This is an optimization exercise on Yosys and OpenROAD, whose aim is small area, not a production implementation. In this exercise RTL edits were held to simulation tests only and were not proved equivalent to the original.

<file path="design/flow/config.mk">
export PLATFORM = sky130hd
export DESIGN_NAME = fsd_kd
export DESIGN_NICKNAME = fsd_kd
export VERILOG_FILES = /design/flow/design.v
export SDC_FILE = /design/flow/constraint.sdc
export NUM_CORES = 4
export LEC_CHECK = 0
export CAP_MARGIN = 20
export CORE_MARGIN = 2
export CORE_UTILIZATION = 30
export SLEW_MARGIN = 20
</file>
<file path="design/flow/constraint.sdc">
create_clock -name core_clock -period 400.0 [get_ports {clk}]
set_input_delay 80.0000 -clock core_clock [delete_from_list [all_inputs] [get_ports {clk}]]
set_output_delay 80.0000 -clock core_clock [all_outputs]
set_load 0.01 [all_outputs]
</file>
<file path="design/flow/design.v">
module fp_i2f16 (
    input  wire [15:0] x,
    output reg  [31:0] f
);
    reg        s;
    reg [15:0] mag;
    reg [4:0]  msb;
    reg [15:0] norm;
    integer i;
    always @* begin
        s   = x[15];
        mag = s ? (~x + 16'd1) : x;
        msb = 5'd0;
        for (i = 0; i < 16; i = i + 1)
            if (mag[i]) msb = i[4:0];
        norm = mag << (5'd15 - msb);
        if (mag == 16'd0)
            f = 32'd0;
        else
            f = {s, 8'd127 + {3'd0, msb}, norm[14:0], 8'd0};
    end
endmodule
module fp_mul (
    input  wire [31:0] a,
    input  wire [31:0] b,
    output reg  [31:0] y
);
    reg        s;
    reg [9:0]  e;
    reg [47:0] p;
    reg [23:0] m;
    reg        g, st;
    reg [24:0] mr;
    always @* begin
        s = a[31] ^ b[31];
        p = {1'b1, a[22:0]} * {1'b1, b[22:0]};
        if (p[47]) begin
            e  = {2'd0, a[30:23]} + {2'd0, b[30:23]} - 10'd126;
            m  = p[47:24];
            g  = p[23];
            st = |p[22:0];
        end else begin
            e  = {2'd0, a[30:23]} + {2'd0, b[30:23]} - 10'd127;
            m  = p[46:23];
            g  = p[22];
            st = |p[21:0];
        end
        mr = {1'b0, m} + {24'd0, g & (st | m[0])};
        if (mr[24]) begin
            e  = e + 10'd1;
            mr = mr >> 1;
        end
        if (a[30:0] == 31'd0 || b[30:0] == 31'd0)
            y = {s, 31'd0};
        else
            y = {s, e[7:0], mr[22:0]};
    end
endmodule
module fp_add (
    input  wire [31:0] a,
    input  wire [31:0] b,
    output reg  [31:0] y
);
    reg [31:0] x, z;           
    reg [7:0]  d;
    reg [26:0] mx, mz;         
    reg [26:0] sh;
    reg        stk;
    reg [27:0] sum;
    reg [9:0]  e;
    reg [4:0]  lz;
    reg [26:0] n;
    reg [24:0] mr;
    integer i;
    always @* begin
        if (a[30:0] >= b[30:0]) begin x = a; z = b; end
        else                    begin x = b; z = a; end
        d  = x[30:23] - z[30:23];
        mx = (x[30:23] == 8'd0) ? 27'd0 : {1'b1, x[22:0], 3'b000};
        mz = (z[30:23] == 8'd0) ? 27'd0 : {1'b1, z[22:0], 3'b000};
        if (d >= 8'd27) begin
            sh  = 27'd0;
            stk = |mz;
        end else begin
            sh  = mz >> d;
            stk = |(mz & ~(27'h7FFFFFF << d));
        end
        sh[0] = sh[0] | stk;
        if (x[31] == z[31]) sum = {1'b0, mx} + {1'b0, sh};
        else                sum = {1'b0, mx} - {1'b0, sh};
        e  = {2'd0, x[30:23]};
        lz = 5'd0;
        if (sum[27]) begin
            n = sum[27:1];
            n[0] = n[0] | sum[0];
            e = e + 10'd1;
        end else begin
            for (i = 0; i < 27; i = i + 1)
                if (sum[i]) lz = 5'd26 - i[4:0];
            n = sum[26:0] << lz;
            e = e - {5'd0, lz};
        end
        mr = {1'b0, n[26:3]} + {24'd0, n[2] & ((|n[1:0]) | n[3])};
        if (mr[24]) begin
            e  = e + 10'd1;
            mr = mr >> 1;
        end
        if (sum == 28'd0)
            y = 32'd0;
        else
            y = {x[31], e[7:0], mr[22:0]};
    end
endmodule
module fp_sqrt (
    input  wire [31:0] a,
    output reg  [31:0] y
);
    reg signed [9:0] eu;        
    reg signed [9:0] er;
    reg [49:0] rad;
    reg [49:0] rem;
    reg [24:0] q;
    reg [26:0] trial;
    reg [24:0] mr;
    integer i;
    always @* begin
        eu = $signed({2'd0, a[30:23]}) - 10'sd127;
        if (eu[0]) rad = {26'd0, 1'b1, a[22:0]} << 26;
        else       rad = {26'd0, 1'b1, a[22:0]} << 25;
        er = eu >>> 1;
        rem = 50'd0;
        q   = 25'd0;
        for (i = 24; i >= 0; i = i - 1) begin
            rem   = {rem[47:0], rad[2*i+1], rad[2*i]};
            trial = {q, 2'b01};
            if (rem >= {23'd0, trial}) begin
                rem = rem - {23'd0, trial};
                q   = {q[23:0], 1'b1};
            end else begin
                q   = {q[23:0], 1'b0};
            end
        end
        mr = {1'b0, q[24:1]} + {24'd0, q[0] & ((rem != 50'd0) | q[1])};
        if (mr[24]) begin
            er = er + 10'sd1;
            mr = mr >> 1;
        end
        if (a[30:0] == 31'd0)
            y = 32'd0;
        else
            y = {1'b0, er[7:0] + 8'd127, mr[22:0]};
    end
endmodule
module fp_div (
    input  wire [31:0] a,
    input  wire [31:0] b,
    output reg  [31:0] y
);
    reg [23:0] ma, mb;
    reg [24:0] r;
    reg [25:0] q;
    reg [9:0]  e;
    reg [23:0] m;
    reg        g, st;
    reg [24:0] mr;
    integer i;
    always @* begin
        ma = {1'b1, a[22:0]};
        mb = {1'b1, b[22:0]};
        r = {1'b0, ma};
        q = 26'd0;
        for (i = 25; i >= 0; i = i - 1) begin
            if (r >= {1'b0, mb}) begin
                r = r - {1'b0, mb};
                q[i] = 1'b1;
            end
            r = {r[23:0], 1'b0};
        end
        if (q[25]) begin
            e  = {2'd0, a[30:23]} - {2'd0, b[30:23]} + 10'd127;
            m  = q[25:2];
            g  = q[1];
            st = q[0] | (r != 25'd0);
        end else begin
            e  = {2'd0, a[30:23]} - {2'd0, b[30:23]} + 10'd126;
            m  = q[24:1];
            g  = q[0];
            st = (r != 25'd0);
        end
        mr = {1'b0, m} + {24'd0, g & (st | m[0])};
        if (mr[24]) begin
            e  = e + 10'd1;
            mr = mr >> 1;
        end
        y = {1'b0, e[7:0], mr[22:0]};
    end
endmodule
module fp_cmp (
    input  wire [31:0] a,
    input  wire [31:0] b,
    output reg         lt,
    output reg         gt
);
    reg nan, bothzero, eqbits, maglt;
    always @* begin
        nan      = (a[30:23] == 8'hFF && a[22:0] != 23'd0) ||
                   (b[30:23] == 8'hFF && b[22:0] != 23'd0);
        bothzero = (a[30:0] == 31'd0) && (b[30:0] == 31'd0);
        eqbits   = (a == b);
        maglt    = a[30:0] < b[30:0];
        if (nan || bothzero || eqbits) begin
            lt = 1'b0;
            gt = 1'b0;
        end else if (a[31] != b[31]) begin
            lt = a[31];
            gt = b[31];
        end else if (a[31] == 1'b0) begin
            lt = maglt;
            gt = ~maglt;
        end else begin
            lt = ~maglt;
            gt = maglt;
        end
    end
endmodule
module fsd_kd (
    input  wire        clk,
    input  wire        rst,
    input  wire        in_valid,
    input  wire [7:0]  in_data,
    input  wire        in_last,
    input  wire        cfg_upper_we,
    input  wire [31:0] cfg_upper_wdata,
    input  wire        cfg_lower_we,
    input  wire [31:0] cfg_lower_wdata,
    input  wire        rearm,
    output reg         smp_valid,
    output reg  [31:0] smp_ax,
    output reg  [31:0] smp_ay,
    output reg  [31:0] smp_az,
    output reg  [31:0] smp_wx,
    output reg  [31:0] smp_wy,
    output reg  [31:0] smp_wz,
    output reg  [31:0] smp_roll,
    output reg  [31:0] smp_pitch,
    output reg  [31:0] smp_yaw,
    output reg  [31:0] smp_mag,
    output reg  [31:0] smp_comp,
    output reg         kick_valid,
    output reg  [31:0] kick_intensity,
    output wire        armed_o,
    output wire [31:0] upper_q,
    output wire [31:0] lower_q
);
    localparam [31:0] ACC_SCALE     = 32'h3A000000;   
    localparam [31:0] GYRO_SCALE    = 32'h3D7A0000;   
    localparam [31:0] ANG_SCALE     = 32'h3BB40000;   
    localparam [31:0] BASELINE      = 32'h4005C28F;   
    localparam [31:0] UPPER_FLOOR   = 32'h3DCCCCCD;   
    localparam [31:0] LOWER_FLOOR   = 32'h3C23D70A;   
    localparam [31:0] UPPER_DEFAULT = 32'h3FC00000;   
    localparam [31:0] LOWER_DEFAULT = 32'h3DCCCCCD;   
    localparam [31:0] INTENSITY_CAP = 32'h40000000;   
    reg [8*19-1:0] win;       
    reg [4:0] cnt;
    reg       armed;
    reg [31:0] upper, lower;
    wire [7:0] fb [0:19];
    genvar gi;
    generate
        for (gi = 0; gi < 19; gi = gi + 1) begin : g_fb
            assign fb[gi] = win[8*gi +: 8];
        end
    endgenerate
    assign fb[19] = in_data;
    wire full_test = in_valid && (cnt == 5'd19);
    wire hdr_ok    = (fb[0] == 8'h55) && (fb[1] == 8'h61);
    wire decode    = full_test && hdr_ok;
    wire [31:0] rawf  [0:8];
    wire [31:0] field [0:8];
    generate
        for (gi = 0; gi < 9; gi = gi + 1) begin : g_field
            fp_i2f16 u_i2f (.x({fb[3 + 2*gi], fb[2 + 2*gi]}), .f(rawf[gi]));
            fp_mul u_scale (
                .a(rawf[gi]),
                .b(gi < 3 ? ACC_SCALE : (gi < 6 ? GYRO_SCALE : ANG_SCALE)),
                .y(field[gi]));
        end
    endgenerate
    wire [31:0] sx, sy, sz, sxy, ssum, mag, d;
    fp_mul  u_sqx (.a(field[0]), .b(field[0]), .y(sx));
    fp_mul  u_sqy (.a(field[1]), .b(field[1]), .y(sy));
    fp_mul  u_sqz (.a(field[2]), .b(field[2]), .y(sz));
    fp_add  u_add1 (.a(sx),  .b(sy), .y(sxy));
    fp_add  u_add2 (.a(sxy), .b(sz), .y(ssum));
    fp_sqrt u_sqrt (.a(ssum), .y(mag));
    fp_add  u_sub  (.a(mag), .b({~BASELINE[31], BASELINE[30:0]}), .y(d));
    wire d_lt0, d_gt0;
    fp_cmp u_cmp_d (.a(d), .b(32'd0), .lt(d_lt0), .gt(d_gt0));
    wire [31:0] comp = d_gt0 ? d : 32'd0;
    wire v_lt_u, v_gt_u, v_lt_l, v_gt_l;
    fp_cmp u_cmp_u (.a(comp), .b(upper), .lt(v_lt_u), .gt(v_gt_u));
    fp_cmp u_cmp_l (.a(comp), .b(lower), .lt(v_lt_l), .gt(v_gt_l));
    wire [31:0] q;
    fp_div u_div (.a(comp), .b(upper), .y(q));
    wire q_lt_cap, q_gt_cap;
    fp_cmp u_cmp_q (.a(q), .b(INTENSITY_CAP), .lt(q_lt_cap), .gt(q_gt_cap));
    wire [31:0] intensity = q_lt_cap ? q : INTENSITY_CAP;
    wire fire  = decode && armed && v_gt_u;
    wire rearm_by_sample = decode && !armed && v_lt_l;
    wire wu_lt, wu_gt, wl_lt, wl_gt;
    fp_cmp u_cmp_wu (.a(cfg_upper_wdata), .b(UPPER_FLOOR), .lt(wu_lt), .gt(wu_gt));
    fp_cmp u_cmp_wl (.a(cfg_lower_wdata), .b(LOWER_FLOOR), .lt(wl_lt), .gt(wl_gt));
    wire wu_nan = (cfg_upper_wdata[30:23] == 8'hFF) && (cfg_upper_wdata[22:0] != 23'd0);
    wire wl_nan = (cfg_lower_wdata[30:23] == 8'hFF) && (cfg_lower_wdata[22:0] != 23'd0);
    wire wu_ge  = !wu_lt && !wu_nan;
    wire wl_ge  = !wl_lt && !wl_nan;
    wire [31:0] upper_next = wu_ge ? cfg_upper_wdata : UPPER_FLOOR;
    wire [31:0] lower_next = wl_ge ? cfg_lower_wdata : LOWER_FLOOR;
    assign armed_o = armed;
    assign upper_q = upper;
    assign lower_q = lower;
    generate
        for (gi = 0; gi < 19; gi = gi + 1) begin : g_win
            always @(posedge clk) begin
                if (in_valid) begin
                    if (cnt == 5'd19)
                        win[8*gi +: 8] <= fb[gi + 1];
                    else if (cnt == gi)
                        win[8*gi +: 8] <= in_data;
                end
            end
        end
    endgenerate
    reg armed_n;
    always @* begin
        armed_n = armed;
        if (fire)            armed_n = 1'b0;
        if (rearm_by_sample) armed_n = 1'b1;
        if (rearm)           armed_n = 1'b1;
    end
    always @(posedge clk) begin
        if (rst) begin
            cnt        <= 5'd0;
            armed      <= 1'b1;
            upper      <= UPPER_DEFAULT;
            lower      <= LOWER_DEFAULT;
            smp_valid  <= 1'b0;
            kick_valid <= 1'b0;
        end else begin
            if (in_valid) begin
                if (in_last || decode)
                    cnt <= 5'd0;
                else if (cnt != 5'd19)
                    cnt <= cnt + 5'd1;
            end
            armed <= armed_n;
            if (cfg_upper_we) upper <= upper_next;
            if (cfg_lower_we) lower <= lower_next;
            smp_valid  <= decode;
            kick_valid <= fire;
        end
        if (decode) begin
            smp_ax    <= field[0];
            smp_ay    <= field[1];
            smp_az    <= field[2];
            smp_wx    <= field[3];
            smp_wy    <= field[4];
            smp_wz    <= field[5];
            smp_roll  <= field[6];
            smp_pitch <= field[7];
            smp_yaw   <= field[8];
            smp_mag   <= mag;
            smp_comp  <= comp;
        end
        if (fire)
            kick_intensity <= intensity;
    end
endmodule
</file>
<file path="design/flow/run.sh">
#!/bin/bash
# synth_recipe.tcl (not shown) runs the flow's synth.tcl, then flattens the netlist and writes it again
# the make line also repeats each setting of config.mk as NAME=value (left out here)
make -C /OpenROAD-flow-scripts/flow DESIGN_CONFIG=/design/flow/config.mk WORK_HOME=/design/flow/orfs CLKGATE_MAP_FILE= SYNTH_SCRIPT=/design/flow/synth_recipe.tcl finish
</file>
==> impl_metrics.json <==
{
  "start_util_pct": 30.1,
  "fin_nets": 26500,
  "cap_violations": 0,
  "startpoint": "win[32]",
  "r2r-end": "kick_intensity[12]",
  "seqCellArea_um2": 16500,
  "critPathArrivalTime_ns": 322.15,
  "min_from": "win[12]",
  "drive_gt1_share_pct": 9.00,
  "hp-class": "reg -> reg",
  "grt.overflow.total": 0,
  "cts_htree_levels": 3,
  "route.met3.wl_um": 55900,
  "p_comb_share_pct": 99.9,
  "cp_top_family": "compound AO/OA/AOI/OAI gates",
  "crit_path_end_kind": "flip-flop",
  "r2r-start": "win[32]",
  "place.gp.congestion": 0.994,
  "fillers": 65400,
  "synth_edf_count": 501,
  "post-route-min-period_ns": 321.61,
  "async_reset_ff_share_pct": 0,
  "ioPinCount": 530,
  "syn_area_um2": 185000,
  "intPower_mw": 264,
  "worstPathRequired_ns": 400.54,
  "synth_area_leaders": "ha_1, edfxtp_1, fa_1",
  "area_growth_pct": 7.85,
  "wl_met2_um": 325000,
  "total_power_mw": 582,
  "crit_slowest_cell": "o31ai_1",
  "root_buffer": "clkbuf_16",
  "cts_sinks": 573,
  "rsz0062_at_grt": "no",
  "clock_latency_ns": 0.93,
  "clk_path_buf_depth": 4,
  "rows": 288,
  "min_path_cells": 2,
  "highest_layer": "met5",
  "p_per_area_nw_per_um2": 2920,
  "setup_viol": 0,
  "track_usage_pct": 22.2,
  "cp_max_fo": 69,
  "r2r_setup_slack_ns": 78.39,
  "grt_max_degree": 91,
  "r2r_cells": 1445,
  "seqPwrFrac_pct": 0.1,
  "finClkSkew_ns": 0.118,
  "critPathLaunchType": "flip-flop",
  "clk_pin_slew_ns": 0.06,
  "tightest_slew_ns": 1.29,
  "routedWlPerCell_um": 22.7,
  "drc": 0,
  "cpMostUsedCell": "a21oi_1",
  "die_area_um2": 623000,
  "switchingPower_mw": 318,
  "pg_clk_uw": 83.2,
  "ys_seq_area_share_pct": 8.91,
  "drt.antenna.violating_nets": 0,
  "fin_crit_sh_pct": 80.4,
  "hold_viol_final": 0,
  "ys.flop_type": "edfxtp_1",
  "setup_tns_ns": 0,
  "synth_top_area_share_pct": 13.1,
  "via_per_inst": 5.75,
  "dp_hpwl_um": 588000,
  "cp.buffers_inverters": 62,
  "fmax_mhz": 3.11,
  "drt_wl_total_um": 727000,
  "grt_antenna_before_repair": 43,
  "vias": 184000,
  "slew_viol_final": 0,
  "switching_share_pct": 54.7,
  "yosysWarnings": 7,
  "setup.worst_path.class": "reg -> reg",
  "grt_pass1_vias": 175000,
  "crit_cells": 751,
  "ys_ff_latch": 573,
  "top_power_group": "combinational logic",
  "pg_seq_uw": 392,
  "slowest_delay_ns": 0.92,
  "drtPass1Iterations": 9,
  "m1WireLength_um": 313000,
  "holdBufCountCts": 0,
  "hold_ws_ns": 0.540,
  "synth_cells": 23700,
  "endpoint": "kick_intensity[12]",
  "whs_endpoint": "win[4]",
  "cts_tree": "yes",
  "core_area_um2": 615000,
  "vdd_drop_max_v": 0.0110,
  "dieHeight_um": 789,
  "status": "timing/DRC/antenna clean",
  "comb_power_mw": 582,
  "fp.dieW_um": 789,
  "numPortBuffers": 494,
  "post_synth.cell_area_avg_um2": 7.82,
  "cts_post_setup_buffers_inserted": 0,
  "synth_top_area_cell": "ha_1",
  "multi_input_area_um2": 156000,
  "detail_route.iter0.violations": 18400,
  "clkPwrFrac_pct": 0,
  "relSlewSlack_pct": 14.2,
  "cts_buffers": 87,
  "synth_cell_types": 234,
  "leakage_nw": 84.6,
  "cts_resized": 0,
  "grt_pass1_wl_um": 1090000
}
==> flip-flops by register name, indices dropped and copies added (netlist names), 30 cells and up <==
name and flops:
kick_intensity 31, lower 32, smp_comp 32, smp_mag 31, smp_pitch 30, smp_roll 30, smp_wx 31, smp_wy 31
smp_wz 31, smp_yaw 30, upper 32, win 152
==> synthesized netlist by cell type (167+ instances only) <==
master / instances
nor2_1: 2326
nand2_1: 2048
ha_1: 1942
a21oi_1: 1853
inv_1: 1699
xnor2_1: 1141
a21o_1: 1114
o21ai_0: 847
fa_1: 731
xor2_1: 623
nand3_1: 522
nor3_1: 512
edfxtp_1: 501
mux2i_1: 467
clkbuf_1: 427
nand4_1: 352
o21bai_1: 321
nor4_1: 240
nand2b_1: 232
mux2_2: 227
and2_1: 225
a31oi_1: 207
o21a_1: 197
a211oi_1: 196
and3_1: 181
o21ai_1: 180
o211ai_1: 167
==> stage by stage <==
stage          std cells  setup WS [ns]  utilization (%)  area (um2)
2_1_floorplan      23800         112.42                -      186000
3_3_place_gp       31800          90.56             32.0      197000
3_5_place_dp       31800          83.65             32.0      197000
4_1_cts            31900          82.51             32.4      199000
5_1_grt            31900          54.95             32.4      199000
6_report           32000          78.39             32.5      200000
==> final cells by class <==
type | instances | share of cell area (%)
flip-flops and latches | 573 | 8.26
well taps | 8120 | 5.09
inverters | 1772 | 3.41
clock inverters | 60 | 0.327
diodes | 27 | 0.0339
clock buffers | 95 | 1.12
multi-input cells | 20500 | 78.1
repair buffers | 792 | 3.61
==> cell usage in the layout (no fill, tap or decap), drive strengths merged, types with 552 or more instances in the layout <==
| master | instances |
|---|---|
| nor2 | 2374 |
| nand2 | 2094 |
| ha | 1942 |
| a21oi | 1912 |
| inv | 1762 |
| xnor2 | 1171 |
| a21o | 1164 |
| o21ai | 1070 |
| fa | 731 |
| xor2 | 641 |
| nor3 | 571 |
| nand3 | 552 |
==> cells by family after synthesis <==
group	synth area share, %
DFF	8.91
other	0.00406
muxes	4.67
buffers and inverters	7.41
AOI/OAI and AO/OA	26.7
and+or+nand+nor	22.4
xor gates and xnor gates	8.78
adders and majority gates	21.0
==> per-layer routing <==
metal	global-route usage [%]	up-vias
li1	-	86300
met1	29.5	88800
met2	36.0	7319
met3	3.49	1388
met4	8.45	26
met5	0	-

port drivers added, routing unchanged:
Ports are ideal in the flow. The routed layout listed here was re-timed in OpenROAD. Step 1: set_driving_cell puts a clkbuf_16 on clk and a buf_2 on each other input, an assumption about the parent block. Step 2 also shifts input and output timing later by t, the mid clock arrival at the registers, as if the neighbouring blocks saw the same clock. Three values: ideal, step 1, step 2; two values: the first two.
t (ns): 0.985
slack for setup (ns): 78.390 / 78.390 / 78.390
hold slack, ns: 0.540 / 0.540 / 0.540
worst setup path after step 2: register to register
worst slew at a driven data input, ns: 0.18
After both steps setup and hold are still met in this run. The setup slack of this run moves by 0.000 ns with the drivers and by 0.000 ns with both steps.
